From an optimization exercise on the open Yosys and OpenROAD flow, aimed at small area, a short achievable clock period and few clock cycles; shortcuts taken in it are not production practice.
In this exercise RTL edits were held to simulation tests only and were not proved equivalent to the original.
Power is estimated from default activity; no workload was simulated.

Design wzwave_fbs, start of the top module:
module wzwave_fbs (
    input  wire        clk,
    input  wire        rst,
    input  wire        in_valid,
    input  wire [7:0]  in_data,
    output wire        in_ready,
    output wire        out_valid,
    input  wire        out_ready,
    output wire        out_hdr,
    output wire        out_last,
    output wire [3:0]  out_type,
    output wire [71:0] out_data
);
==> flow/config.mk <==
export PLATFORM = sky130hd
export DESIGN_NAME = wzwave_fbs
export DESIGN_NICKNAME = wzwave_fbs
export VERILOG_FILES = /design/flow/design.v
export SDC_FILE = /design/flow/constraint.sdc
export NUM_CORES = 4
export LEC_CHECK = 0
export CAP_MARGIN = 20
export CORE_MARGIN = 2
export CORE_UTILIZATION = 40
export CTS_CLUSTER_DIAMETER = 50
export CTS_CLUSTER_SIZE = 30
export SLEW_MARGIN = 20
export SYNTH_HIERARCHICAL = 1
==> flow/constraint.sdc <==
create_clock -name core_clock -period 10.0 [get_ports {clk}]
set_input_delay 2.0000 -clock core_clock [delete_from_list [all_inputs] [get_ports {clk}]]
set_output_delay 2.0000 -clock core_clock [all_outputs]
set_load 0.01 [all_outputs]
standard.sh (not shown) runs the stock make flow with config.mk's settings and CLKGATE_MAP_FILE= SYNTH_SCRIPT=/design/flow/synth_recipe.tcl, a recipe that flattens the netlist after the stock synthesis.
==> flow/flow/run.sh <==
#!/bin/bash
# The standard layout (the standard.sh: ORFS synthesis through finish) with a
# tighter timing-repair target: repair_timing aims at a setup slack of
# SETUP_SLACK_MARGIN ns at the design's clock period, may resize cells across
# footprints, and the port buffers start out as buf_4 cells.
set -euo pipefail
bash standard.sh SETUP_SLACK_MARGIN=6.8 MATCH_CELL_FOOTPRINT=0 \
    "BUFFER_PORTS_ARGS=-buffer_cell sky130_fd_sc_hd__buf_4" finish > standard.log 2>&1
Testbench counts at the start, summed over its fixed seeds: cycles 31,867.
==> next run, changes <==
- CTS_CLUSTER_DIAMETER: 50 -> 60
- CTS_CLUSTER_SIZE: 30 -> 24
- TNS_END_PERCENT: default -> 5
Count of clock-buffer cells in the layout rises by 7; utilization decreases by 1.2 points; final area fell by a few percent; routed wire length shrinks slightly; sequential power hardly moves; final cell count came out lower slightly; hold slack gets worse by 0.013 ns; worst setup slack loses 0.012 ns; register-to-register slack loses 0.14 ns.

* * *

## run A
Starting RTL as in the previous note.
clock: 10.0 ns
lec_check: 0
cap_margin: 20
core_margin: 2
core_utilization: 40
cts_cluster_diameter: 60
cts_cluster_size: 24
slew_margin: 20
synth_hierarchical: 1
==> flow/flow/run.sh <==
#!/bin/bash
# The standard layout (the standard.sh: ORFS synthesis through finish) with a
# tighter timing-repair target: repair_timing aims at a setup slack of
# SETUP_SLACK_MARGIN ns at the design's clock period, may resize cells across
# footprints, and the port buffers start out as buf_4 cells.
set -euo pipefail
bash standard.sh SETUP_SLACK_MARGIN=6.3 MATCH_CELL_FOOTPRINT=0 \
    "BUFFER_PORTS_ARGS=-buffer_cell sky130_fd_sc_hd__buf_4" finish > standard.log 2>&1
The final layout from run A, which completed every stage, passed the timing, DRC and antenna checks at the end of the flow.
Testbench counts of run A, summed over its fixed seeds: cycles 31,867.
--- input diff run A..run B ---
--- a/flow/flow/run.sh
+++ b/flow/flow/run.sh
@@ -6,3 +6,3 @@
 set -euo pipefail
-bash standard.sh SETUP_SLACK_MARGIN=6.3 MATCH_CELL_FOOTPRINT=0 \
+bash standard.sh SETUP_SLACK_MARGIN=6.6 MATCH_CELL_FOOTPRINT=0 \
     "BUFFER_PORTS_ARGS=-buffer_cell sky130_fd_sc_hd__buf_4" finish > standard.log 2>&1
[summary]
Every stage of the flow completed for run B, and the final layout passed the timing, DRC and antenna checks.
Relative to run A, proportion of power drawn by flip-flops and latches has gone down in run B.
Compared to run A, run B shows a wider setup margin.
Against run A, run B comes in about 3% higher on clock group power.
Against run A, run B reports a portion of the layout cell area used by clock cells that is higher.
Comparing run B and run A, number of filler instances in the final layout is higher on run A.
Met1 track demand over resource: run B vs run A up 0.27 points
[compare] base=run A new=run B: total of hold buffers inserted after clock tree synthesis neither gained nor lost much, area growth from synthesis to layout went up by 2.2 points, worst hold slack rose 0.0086 ns, clock-buffer cell count higher.
Setup changes, run B to run C
Settings: an added TNS_END_PERCENT of 10.
--- a/flow/flow/run.sh
+++ b/flow/flow/run.sh
@@ -6,3 +6,3 @@
 set -euo pipefail
-bash standard.sh SETUP_SLACK_MARGIN=6.6 MATCH_CELL_FOOTPRINT=0 \
+bash standard.sh SETUP_SLACK_MARGIN=7.0 MATCH_CELL_FOOTPRINT=0 \
     "BUFFER_PORTS_ARGS=-buffer_cell sky130_fd_sc_hd__buf_4" finish > standard.log 2>&1
--- outcome ---
Between run C and run B, it is run C whose layout overhead on the synthesized area is higher, by 0.16 points. Diff run B -> run C: buffer count from post-CTS setup fixing fell by about 56%, share of the clock period used by the worst path after layout shows a reduction of 0.43 points, total power increased by 170 uW relative to the old numbers. Run C — routability congestion estimate from global placement 0.029 lower, run B as reference. Run C has share of total power in the clock network below what run B had.
Relative to run C, the following input files were edited for run D:
Settings: changing TNS_END_PERCENT from 10 to 20.
--- a/flow/flow/run.sh
+++ b/flow/flow/run.sh
@@ -6,3 +6,3 @@
 set -euo pipefail
-bash standard.sh SETUP_SLACK_MARGIN=7.0 MATCH_CELL_FOOTPRINT=0 \
+bash standard.sh SETUP_SLACK_MARGIN=6.8 MATCH_CELL_FOOTPRINT=0 \
     "BUFFER_PORTS_ARGS=-buffer_cell sky130_fd_sc_hd__buf_4" finish > standard.log 2>&1
==> run summary <==
- Run C has higher non-clock buffer count than run D.
- Number of inserted diodes (higher): run D
- Run C has a higher utilization than run D.
- Diff run C..run D | sequential cell count of the final layout | unchanged
- Re wire length reported by the detailed router: run D is 510 um down on run C.
For run E, these inputs were changed with respect to run D:
Settings: swapping 20 for 50 in TNS_END_PERCENT.
### Flow results
Proportion of cell area occupied by registers in run E is 0.65 points below run D.
Per the comparison of run E with run D, post-detailed-route wirelength per cell fell 1.6%; clock power fell about 3%; wire length fell about 0.45%; internal power summed over all cells about even.
[run E vs run D] count of inserted antenna diode cells: higher in run E
The via-per-instance ratio of run E falls short of that of run D by 0.89%.

port drivers added, routing unchanged:
The flow's constraints put no driver on any port. The routed layouts listed below were extracted and timed again, unchanged, in two steps. Step 1 (the two cells are an assumption about what drives the block):
set clk [get_ports {clk}]
set_driving_cell -lib_cell sky130_fd_sc_hd__clkbuf_16 $clk
set_driving_cell -lib_cell sky130_fd_sc_hd__buf_2 [delete_from_list [all_inputs] $clk]
Step 2 times the ports against the registers' clock, not the clock port: input delays grow and output delays shrink by t, the midpoint of the rising clock arrivals with the driver on. Slacks: no drivers / after step 1 / after step 2; pairs: no drivers / after step 1.
run | t (ns) | setup WS [ns] | hold slack, ns | worst setup path after step 2 | pins driven straight from the clock port
the first run of note 1 | 0.887 | 6.523 / 6.442 / 6.180 | 0.305 / 0.305 / 0.305 | input to register | 1
the second run of note 1 | 0.889 | 6.511 / 6.432 / 5.949 | 0.293 / 0.293 / 0.293 | input to register | 1
run A | 0.871 | 6.463 / 6.383 / 5.678 | 0.306 / 0.306 / 0.306 | input to register | 1
run B | 0.884 | 6.500 / 6.419 / 5.890 | 0.314 / 0.314 / 0.314 | input to register | 1
run C | 0.882 | 6.543 / 6.465 / 5.753 | 0.312 / 0.312 / 0.312 | input to register | 1
run D | 0.881 | 6.533 / 6.449 / 5.980 | 0.302 / 0.302 / 0.302 | input to register | 1
run E | 0.872 | 6.548 / 6.466 / 6.170 | 0.308 / 0.308 / 0.308 | input to register | 1
After both steps setup and hold are still met in every run listed. The setup slack of run C, which loses most, moves by -0.078 ns with the drivers and by -0.790 ns with both steps.
